Background: an optimization exercise with open tools, aiming at small area, a short achievable clock period and few clock cycles. Do not read the settings as production practice. Function was checked by simulation only, so behaviour that the tests miss may differ from the original. Power and IR drop assume default switching activity.

===== flow/constraint.sdc =====
create_clock -name core_clock -period 8.0 [get_ports {clk}]
set_input_delay 1.6000 -clock core_clock [delete_from_list [all_inputs] [get_ports {clk}]]
set_output_delay 1.6000 -clock core_clock [all_outputs]
set_load 0.01 [all_outputs]

===== flow/run.sh =====
#!/bin/bash
# synth_recipe.tcl (not shown) runs the flow's synth.tcl, then flattens the netlist and writes it again
# the make line also repeats each setting of config.mk as NAME=value (left out here)
make -C /OpenROAD-flow-scripts/flow DESIGN_CONFIG=/design/flow/config.mk WORK_HOME=/design/flow/orfs CLKGATE_MAP_FILE= SYNTH_SCRIPT=/design/flow/synth_recipe.tcl finish

===== flow/config.mk =====
export PLATFORM = sky130hd
export DESIGN_NAME = microw_emitter
export DESIGN_NICKNAME = microw_emitter
export VERILOG_FILES = /design/flow/design.v
export SDC_FILE = /design/flow/constraint.sdc
export NUM_CORES = 4
export LEC_CHECK = 0
export CAP_MARGIN = 20
export CORE_MARGIN = 2
export CORE_UTILIZATION = 40
export SLEW_MARGIN = 20

===== flow/design.v =====
module microw_emitter (
    input  wire        clk,
    input  wire        rst,          
    input  wire        cmd_valid,
    output wire        cmd_ready,
    input  wire [31:0] cmd_data,
    output reg         rsp_valid,
    output reg  [31:0] rsp_data
);
    localparam [3:0] ST_OK          = 4'd0;
    localparam [3:0] ST_NO_NEW_DATA = 4'd2;
    localparam [3:0] ST_OVERRUN     = 4'd3;
    localparam [3:0] ST_EMPTY       = 4'd6;
    localparam [3:0] ST_NOT_ACTIVE  = 4'd7;
    localparam [3:0] ST_NOT_STARTED = 4'd8;
    localparam [3:0] ST_STATE_ERROR = 4'd9;
    localparam [3:0] ST_WRONG_MODE  = 4'd10;
    localparam [3:0] ST_ILLEGAL     = 4'd11;
    wire [7:0]  op   = cmd_data[31:24];
    wire [23:0] opnd = cmd_data[23:0];
    wire z_23_16 = (opnd[23:16] == 8'd0);
    wire z_15_12 = (opnd[15:12] == 4'd0);
    wire z_11_8  = (opnd[11:8]  == 4'd0);
    wire z_7_0   = (opnd[7:0]   == 8'd0);
    wire z_hi8   = z_23_16 & z_15_12 & z_11_8;
    wire z_all   = z_hi8 & z_7_0;
    wire d_start   = (op == 8'h01) & z_all;
    wire d_stop    = (op == 8'h02) & z_all;
    wire d_restart = (op == 8'h03) & z_all;
    wire d_update  = (op == 8'h04) & z_all;
    wire d_pushw   = (op == 8'h10) & z_23_16 & z_15_12;
    wire d_wmode   = ((op == 8'h11) & z_all) | ((op == 8'h12) & z_hi8);
    wire d_popb    = (op == 8'h13) & z_all;
    wire d_rdreg   = (op == 8'h20) & z_hi8 & (opnd[7:4] == 4'd0);
    wire d_peekw   = (op == 8'h21) & z_23_16 & z_15_12 & z_11_8 & (opnd[7:5] == 3'd0);
    wire d_peekb   = (op == 8'h22) & z_23_16 & z_15_12 & z_11_8 & (opnd[7:6] == 2'd0);
    reg        ready_q;
    reg        q_v;
    reg        q_start, q_stop, q_restart, q_update, q_pushw, q_wmode;
    reg        q_popb, q_rdreg, q_peekw, q_peekb;
    reg [11:0] q_opnd;
    reg        busy;         
    reg [4:0]  sr_wr, sr_rd, sr_cnt;
    reg [3:0]  sr_bits;
    reg [11:0] head0, head1;  
    reg [5:0]  br_wr, br_rdn, br_cnt;    
    reg [2:0]  br_bit;
    reg [5:0]  br_bss;
    reg [7:0]  enc_acc;
    reg        active, started;
    assign cmd_ready = ready_q;
    wire [31:0]  sr_we;
    wire [11:0]  sr_wd;
    wire [383:0] sr_flat;
    wire [63:0]  br_we;
    wire [7:0]   br_wd [0:63];
    wire [511:0] br_flat;
    genvar gi;
    generate
        for (gi = 0; gi < 32; gi = gi + 1) begin : g_sr
            reg [11:0] m;
            always @(posedge clk)
                if (sr_we[gi]) m <= sr_wd;
            assign sr_flat[gi*12 +: 12] = m;
        end
        for (gi = 0; gi < 64; gi = gi + 1) begin : g_br
            reg [7:0] m;
            always @(posedge clk)
                if (br_we[gi]) m <= br_wd[gi];
            assign br_flat[gi*8 +: 8] = m;
        end
    endgenerate
    wire ex      = q_v & ~busy;
    wire illegal = ~(q_start | q_stop | q_restart | q_update | q_pushw | q_wmode |
                     q_popb | q_rdreg | q_peekw | q_peekb);
    wire sr_empty = (sr_cnt == 5'd0);
    wire sr_full  = (sr_cnt == 5'd31);
    wire br_empty = (br_cnt == 6'd0);
    wire start_go   = ex & q_start & ~active;
    wire restart_go = ex & q_restart & started;
    wire push_go    = ex & q_pushw & active & ~sr_full;
    wire popb_go    = ex & q_popb & active & ~br_empty;
    wire step       = busy | (ex & q_update & active & ~sr_empty);
    wire [4:0] sa3 = sr_rd + 5'd3;
    wire [4:0] sa4 = sr_rd + 5'd4;
    wire       peekw_rd = ~busy & q_peekw;
    wire [3:0] row_e = peekw_rd ? q_opnd[4:1] : (sa3[0] ? sa4[4:1] : sa3[4:1]);
    wire [3:0] row_o = peekw_rd ? q_opnd[4:1] : (sa3[0] ? sa3[4:1] : sa4[4:1]);
    wire [11:0] rd_e = sr_flat[{row_e, 1'b0} * 12 +: 12];
    wire [11:0] rd_o = sr_flat[{row_o, 1'b1} * 12 +: 12];
    wire [11:0] w3   = sa3[0] ? rd_o : rd_e;     
    wire [11:0] w4   = sa3[0] ? rd_e : rd_o;     
    wire [11:0] peekw_val = q_opnd[0] ? rd_o : rd_e;
    wire [5:0] br_ra = q_peekb ? q_opnd[5:0] : br_rdn;
    wire [7:0] br_rv = br_flat[br_ra * 8 +: 8];
    wire [3:0] s  = sr_bits;
    wire [2:0] b  = br_bit;
    wire       n2 = (s == 4'd0) & (sr_cnt[4:1] != 4'd0);    
    wire [4:0] E0 = {2'b00, b} + 5'd12 - {1'b0, s};          
    wire [4:0] T  = E0 + (n2 ? 5'd12 : 5'd0);                 
    wire [1:0] nb = T[4:3];                                   
    wire [39:0] sh  = {head0, head1, 16'd0} >> b;
    wire [31:0] S   = {enc_acc, 24'd0} | sh[39:8];
    function [2:0] flip_idx(input [4:0] e, input [4:0] e0, input [4:0] t,
                            input [2:0] bb, input twow, input [1:0] j);
        reg [4:0] we, ws, st, k, r;
        reg       done;
        begin
            st = {j, 3'b000};
            if (e <= e0 || !twow) begin we = e0; ws = {2'b00, bb}; end
            else                  begin we = t;  ws = e0;          end
            done = (e == we);
            k = e - ((ws > st) ? ws : st);
            r = we - e;
            if (done)          flip_idx = 3'd0;
            else if (k < 5'd8) flip_idx = k[2:0];
            else               flip_idx = 3'd0 - r[2:0];
        end
    endfunction
    wire [7:0] B [0:2];
    wire [7:0] D [0:2];
    genvar gj;
    generate
        for (gj = 0; gj < 3; gj = gj + 1) begin : g_byte
            assign B[gj] = S[31 - 8*gj -: 8];
            wire [2:0] fi = flip_idx(5'd8 * (gj + 1), E0, T, b, n2, gj);
            assign D[gj] = (B[gj] == 8'hFF) ? ~(8'd1 << fi) : B[gj];
        end
    endgenerate
    wire mk0 = (nb >= 2'd1) & (br_bss == 6'd62);
    wire mk1 = (nb >= 2'd2) & (br_bss == 6'd61);
    wire mk2 = (nb >= 2'd3) & (br_bss == 6'd60);
    wire mk  = mk0 | mk1 | mk2;
    wire [2:0] P  = {1'b0, nb} + {2'b00, mk};                
    wire [5:0] F  = 6'd63 - br_cnt;                           
    wire       ovf = ({3'b000, P} > F);
    wire [2:0] Fs = F[5:2] != 4'd0 ? 3'd4 : {1'b0, F[1:0]};
    wire [2:0] nw = ovf ? Fs : P;                             
    wire [7:0] O0 = D[0];
    wire [7:0] O1 = mk0 ? 8'hFF : D[1];
    wire [7:0] O2 = mk0 ? D[1] : (mk1 ? 8'hFF : D[2]);
    wire [7:0] O3 = mk0 ? D[2] : (mk1 ? D[2] : 8'hFF);
    wire [1:0] jm  = mk1 ? 2'd1 : (mk2 ? 2'd2 : 2'd0);
    wire [1:0] js  = (mk & (F[1:0] > jm)) ? (F[1:0] - 2'd1) : F[1:0];
    wire [1:0] nbp = ovf ? js + 2'd1 : nb;                    
    wire [4:0] cons = ovf ? {js + 2'd1, 3'b000} : T;          
    wire [5:0] bss_n = (mk & (jm < nbp)) ? {4'd0, nbp - jm - 2'd1} : br_bss + {4'd0, nbp};
    reg [1:0]  adv;
    reg [3:0]  s_n;
    wire [4:0] s_p0 = {1'b0, s} + cons - {2'b00, b};
    wire [4:0] s_p1 = cons - E0;
    always @(*) begin
        if (!ovf) begin
            adv = n2 ? 2'd2 : 2'd1;
            s_n = 4'd0;
        end else if (cons < E0) begin
            adv = 2'd0;
            s_n = s_p0[3:0];
        end else if (cons == E0) begin
            adv = 2'd1;
            s_n = 4'd0;
        end else if (cons < T) begin
            adv = 2'd1;
            s_n = s_p1[3:0];
        end else begin
            adv = 2'd2;
            s_n = 4'd0;
        end
    end
    wire [7:0]  left   = S[31 - {nb, 3'b000} -: 8];
    wire [7:0]  acc_n  = ovf ? 8'd0 : (left & ~(8'hFF >> T[2:0]));
    wire [2:0]  bit_n  = ovf ? 3'd0 : T[2:0];
    wire [43:0] Sx     = {S, 12'd0};
    wire [11:0] rem    = Sx[43 - cons -: 12];                 
    wire [4:0]  cnt_a  = sr_cnt - {3'd0, adv};
    wire        fin    = ovf | (cnt_a == 5'd0);
    wire        more   = sr_cnt > (n2 ? 5'd2 : 5'd1);         
    wire [5:0] wa1 = br_wr + 6'd1;
    wire [7:0] O [0:3];
    assign O[0] = O0; assign O[1] = O1; assign O[2] = O2; assign O[3] = O3;
    wire [7:0] bank_d [0:3];
    generate
        for (gj = 0; gj < 4; gj = gj + 1) begin : g_bank
            localparam [1:0] GJ = gj;
            wire [1:0] idx = GJ - wa1[1:0];
            assign bank_d[gj] = start_go ? 8'd0 : O[idx];
        end
        for (gi = 0; gi < 64; gi = gi + 1) begin : g_brw
            localparam [5:0] GI = gi;
            wire [5:0] dst = GI - wa1;
            wire       hit  = step & (dst < {3'd0, nw});
            if (gi == 1) begin : g_s1
                assign br_we[gi] = start_go | restart_go | hit;
                assign br_wd[gi] = (start_go | restart_go) ? 8'hFF : bank_d[gi % 4];
            end else begin : g_sn
                assign br_we[gi] = start_go | hit;
                assign br_wd[gi] = bank_d[gi % 4];
            end
        end
    endgenerate
    wire [4:0] sr_wa = sr_wr + 5'd1;
    assign sr_wd = q_pushw ? q_opnd : 12'd0;
    generate
        for (gi = 0; gi < 32; gi = gi + 1) begin : g_srw
            localparam [4:0] GI = gi;
            assign sr_we[gi] = start_go | (push_go & (sr_wa == GI));
        end
    endgenerate
    reg [23:0] reg_val;
    always @(*) begin
        case (q_opnd[3:0])
            4'h0: reg_val = 24'h00FF0C;
            4'h1: reg_val = 24'd64;
            4'h2: reg_val = 24'd32;
            4'h3: reg_val = 24'd64;
            4'h4: reg_val = {19'd0, sr_wr};
            4'h5: reg_val = {19'd0, sr_rd};
            4'h6: reg_val = {20'd0, sr_bits};
            4'h7: reg_val = {23'd0, active};
            4'h8: reg_val = {18'd0, br_wr};
            4'h9: reg_val = {18'd0, br_rdn - 6'd1};
            4'hA: reg_val = {21'd0, br_bit};
            4'hB: reg_val = {23'd0, active};
            4'hC: reg_val = 24'd0;
            4'hD: reg_val = {18'd0, br_bss};
            4'hE: reg_val = {16'd0, enc_acc};
            default: reg_val = {23'd0, started};
        endcase
    end
    reg [3:0]  r_st;
    reg [23:0] r_data;
    reg        r_rdy;
    always @(*) begin
        r_st = ST_OK; r_data = 24'd0; r_rdy = 1'b0;
        if (step) begin
            r_st  = ovf ? ST_OVERRUN : ST_OK;
            r_rdy = ~ovf;
        end else if (illegal)
            r_st = ST_ILLEGAL;
        else if (q_wmode)
            r_st = ST_WRONG_MODE;
        else if (q_start)
            r_st = active ? ST_STATE_ERROR : ST_OK;
        else if (q_restart)
            r_st = started ? ST_OK : ST_NOT_STARTED;
        else if (q_update)
            r_st = active ? ST_NO_NEW_DATA : ST_NOT_ACTIVE;
        else if (q_pushw)
            r_st = active ? (sr_full ? ST_OVERRUN : ST_OK) : ST_NOT_ACTIVE;
        else if (q_popb) begin
            r_st = active ? (br_empty ? ST_EMPTY : ST_OK) : ST_NOT_ACTIVE;
            if (active & ~br_empty) r_data = {16'd0, br_rv};
        end else if (q_rdreg)
            r_data = reg_val;
        else if (q_peekw)
            r_data = {12'd0, peekw_val};
        else if (q_peekb)
            r_data = {16'd0, br_rv};
    end
    wire q_v_n  = ready_q ? cmd_valid : (q_v & ~ex);
    wire busy_n = step & ~fin;
    always @(posedge clk) begin
        if (rst) begin
            ready_q   <= 1'b1;
            q_v       <= 1'b0;
            busy      <= 1'b0;
            rsp_valid <= 1'b0;
            rsp_data  <= 32'd0;
            sr_wr     <= 5'd0;
            sr_rd     <= 5'd0;
            sr_cnt    <= 5'd0;
            sr_bits   <= 4'd0;
            br_wr     <= 6'd0;
            br_rdn    <= 6'd1;
            br_cnt    <= 6'd0;
            br_bit    <= 3'd0;
            br_bss    <= 6'd0;
            enc_acc   <= 8'd0;
            active    <= 1'b0;
            started   <= 1'b0;
        end else begin
            q_v     <= q_v_n;
            ready_q <= ~q_v_n | ~(step & more);
            busy    <= busy_n;
            rsp_valid <= (ex | busy) & ~busy_n;
            rsp_data  <= {r_data, 3'b000, r_rdy, r_st};
            if (ex & q_stop) active <= 1'b0;
            if (start_go | restart_go) begin
                sr_wr   <= 5'd0;
                sr_rd   <= 5'd0;
                sr_cnt  <= 5'd0;
                sr_bits <= 4'd0;
                br_rdn  <= 6'd1;
                br_bit  <= 3'd0;
                enc_acc <= 8'd0;
                active  <= 1'b1;
                started <= 1'b1;
                br_bss  <= 6'd0;
                br_wr   <= 6'd1;
                br_cnt  <= 6'd1;
            end
            if (push_go) begin
                sr_wr  <= sr_wa;
                sr_cnt <= sr_cnt + 5'd1;
                if (sr_cnt == 5'd0) head0 <= q_opnd;
                if (sr_cnt == 5'd1) head1 <= q_opnd;
            end
            if (popb_go) begin
                br_rdn <= br_rdn + 6'd1;
                br_cnt <= br_cnt - 6'd1;
            end
            if (step) begin
                sr_rd   <= sr_rd + {3'd0, adv};
                sr_cnt  <= cnt_a;
                sr_bits <= s_n;
                br_wr   <= br_wr + {3'd0, nw};
                br_cnt  <= br_cnt + {3'd0, nw};
                br_bss  <= bss_n;
                br_bit  <= bit_n;
                enc_acc <= acc_n;
                case (adv)
                    2'd0: head0 <= rem;
                    2'd1: begin
                        head0 <= (s_n != 4'd0) ? rem : head1;
                        head1 <= w3;
                    end
                    default: begin
                        head0 <= w3;
                        head1 <= w4;
                    end
                endcase
            end
        end
    end
    always @(posedge clk) begin
        if (ready_q) begin
            q_start   <= d_start;
            q_stop    <= d_stop;
            q_restart <= d_restart;
            q_update  <= d_update;
            q_pushw   <= d_pushw;
            q_wmode   <= d_wmode;
            q_popb    <= d_popb;
            q_rdreg   <= d_rdreg;
            q_peekw   <= d_peekw;
            q_peekb   <= d_peekb;
            q_opnd    <= opnd[11:0];
        end
    end
endmodule

==> results.txt <==
==> cell type report <==
type / count / area, um2
inverter: 97 / 370
antenna: 3 / 7.51
fill: 11584 / 71100
clock inverter: 64 / 689
multi-input combinational: 2664 / 22000
timing repair buffer: 252 / 2070
clock buffer: 123 / 2700
sequential: 1019 / 29800
tap: 1755 / 2200
==> path summary, 6_finish.rpt <==
kind / to / slack (ns)
setup reg to reg: head0[3] / 0.46
setup / recovery: head0[3] / 0.46
hold reg to reg: enc_acc[5] / 0.48
hold / removal: enc_acc[5] / 0.48
==> metal layers <==
metal	part of all wire	vias to the layer above
met4	0.032	2
met2	0.45	1744
li1	-	15974
met3	0.088	274
met1	0.43	18367
met5	0.000090	-
==> power by group <==
part / internal (W) / switching (W)
combinational: 0.0000643 / 0.000126
clock: 0.00280 / 0.00210
sequential: 0.00576 / 0.0000172
==> cells in the mapped netlist (31+ instances only) <==
cell	instances
dfxtp_1	77
nand2_1	332
mux2i_1	444
a211oi_1	98
nor3_1	53
mux2_2	51
o21ai_0	166
a22oi_1	33
and2_1	54
inv_1	87
xnor2_1	69
a31oi_1	51
buf_2	70
clkbuf_1	159
a221oi_1	63
nor2_1	197
mux4_2	144
nand3_1	83
edfxtp_1	942
ha_1	102
nand2b_1	31
a21oi_1	172
==> flip-flops by register name (all words and copies together) (netlist names), 3 cells and up <==
register and flops:
head1 12, enc_acc 7, sr_rd 5, br_bss 6, br_cnt 6, sr_cnt 5
sr_wr 5, q_opnd 12, rsp_data 18, br_rdn 6, g_br.m 512, g_sr.m 384
sr_bits 4, br_wr 6, br_bit 3, head0 12
==> cells by family (layout without fill, tap and decap cells) <==
family / after synthesis / count (layout) / share of synthesized area
AO/OA/AOI/OAI: 882 / 882 / 0.116
XOR/XNOR: 101 / 101 / 0.0172
adder cells (fa/ha/maj): 112 / 112 / 0.0281
buffers and inverters: 379 / 536 / 0.0316
flip-flops: 1019 / 1019 / 0.567
multiplexers: 639 / 639 / 0.157
other: 1 / 14 / 0.0000713
AND/OR/NAND/NOR: 919 / 919 / 0.0832
==> repair_timing <==
action                     4_1_cts  5_1_grt
setup buffers                    0        0
hold buffers                     0        0
setup endpoints to repair        0      268
resized for setup                0       29
==> worst reg2reg max path, delay by kind of cell, from the launching register on <==
family	cells	cell delay (ns)
fa+ha+maj	9	2.47
mux	1	0.20
flops	1	0.33
simple gates	8	1.22
xor+xnor	2	0.37
buf+inv	10	1.33
compound gates	7	1.36
==> stage by stage <==
stage,instances,utilization,hold slack [ns],setup slack [ns],power (W)
6_report,5977,0.457,0.477,0.458,0.0109
5_1_grt,5974,0.457,0.499,-0.00997,0.0112
4_1_cts,5974,0.456,0.473,0.280,0.0109
3_5_place_dp,5787,0.430,0.455,0.312,0.00607
3_3_place_gp,5787,0.430,0.436,0.465,0.00607
2_1_floorplan,4062,-,0.425,0.0102,0.00597
==> cell usage in the layout, fill, tap and decap left out, types with 82 or more instances in the layout <==
cell         n
nor2_1     188
buf_4      192
ha_1        98
a21oi_1    165
clkbuf_16  104
edfxtp_1   942
inv_1       86
nand2_1    329
nand3_1     82
mux2i_1    438
mux4_2     144
a211oi_1    94
o21ai_0    130
==> results.txt <==
Critical Path Max Stage Delay 0.49 ns; worst reg2reg startpoint br_bit[1]; DP Area 56,400 um2; crit end category flip-flop; antenna violations before repair 16; Pwr Density ~180 nW/um2; share of cells above drive strength 1 0.171; top cells by area in the synthesized netlist edfxtp_1, mux2i_1, mux4_2; hold wc startpoint enc_acc[5]; Routed Antenna Nets 0; Slew @ Worst Pin between 1 and 1.5 ns; worst hold path depth 2; MaxCap Viol Count 0; worst skew pair latency between 0.7 and 0.8 ns; area leader, netlist edfxtp_1; Routed WL between 150,000 and 200,000 um; drt pass-1 iters 7; WP data arrival 8.02 ns; Mapped Area around 53,000 um2; Vias/cell between 6 and 7; Leak 20.9 nW; number of flops mapped to enable cells by yosys about 940; clk slew on worst S/H paths approximately 0.070 ns; Slew headroom 0.263; htree depth 3; I/O pin cnt 69; hpwl dp 111,000 um; largest net degree at the start of global routing 103; CP top delay family adder cells; vias in the first global route 34,739; Mapped Cells 4,052; root buf cell clkbuf_16; Die Span Y 367 um; CP max FO 18; GRT Util Overall 0.243; min cycle time layout approximately 7.5 ns; Max Freq about 130 MHz; Top FF cell, synth edfxtp_1; Final Cell Area roughly 60,000 um2; GR met2 Demand/Resource 0.370; Ys Warns 1; startpoint types flip-flop; Peak VDD IR 0.185 mV; Final nets about 4,300; CP Buf/Inv Count 10; first-pass GRT wire length 243,000 um; syn_area_per_cell roughly 13 um2; data required time of the worst path roughly 8.5 ns; final worst path period share 0.943; gpl congestion 0.933; gr ovfl total 0; Slowest-stage cell, CP fa_1; Seq/Total Area, Yosys 0.567; Die X around 370 um; synthesized flop and latch total between 1,000 and 1,500; row cnt 133; drc violations 0; Setup TNS 0 ns; post-synth cell types about 100; gr busiest metal met2; HP Class flip-flop to flip-flop; Crit. Startpoint br_bit[1]; met3 usage 0.0412; CTS tree yes; core box area between 100,000 and 150,000 um2; crit-path most repeated cell ha_1; Avg WL per Cell 27.9 um; TritonCTS Buffers a little over 100; kind of critical path flip-flop to flip-flop; port buffer count between 50 and 60; area share of the largest cell type after synthesis 0.538; Levels on crit path 37; ys async rst share 0; endpoints failing hold 0; Final Skew 0.0371 ns; GR Util met1 0.352; CTS Buffer Depth 3; Iteration-0 DRC Markers around 4,500; Layout area overhead 13.8%; status complete, no violations; worst reg2reg path depth 37; Final Max Tran Viols 0; Sink Count 1,019; Setup violations, final 0; Vias 36,361; Initial Utilization 0.402; die area about 130,000 um2
Testbench counts, summed over its fixed seeds: cycles 34,130.

==> separate check: timing with driven ports <==
The flow's constraints put no driver on any port. The routed layout listed below was extracted and timed again, unchanged, in two steps. Step 1 assumes that a clkbuf_16 drives the clock port and a buf_2 every other input. Step 2, shift: input delay + t, output delay - t, t = (earliest + latest rising clock arrival at the registers) / 2. This alone moves slack from input paths to output paths. Three values: ideal ports, drivers, drivers and shift; two values: the first two.
t (ns): 0.792
slack for setup (ns): 0.458 / 0.458 / 0.458
worst setup path after step 2: register to register
slew at the worst register clock pin (ns): 0.08 / 0.08
pins driven straight from the clock port: 1
After both steps setup and hold are still met in this run. The setup slack of this run moves by 0.000 ns with the drivers and by 0.000 ns with both steps.
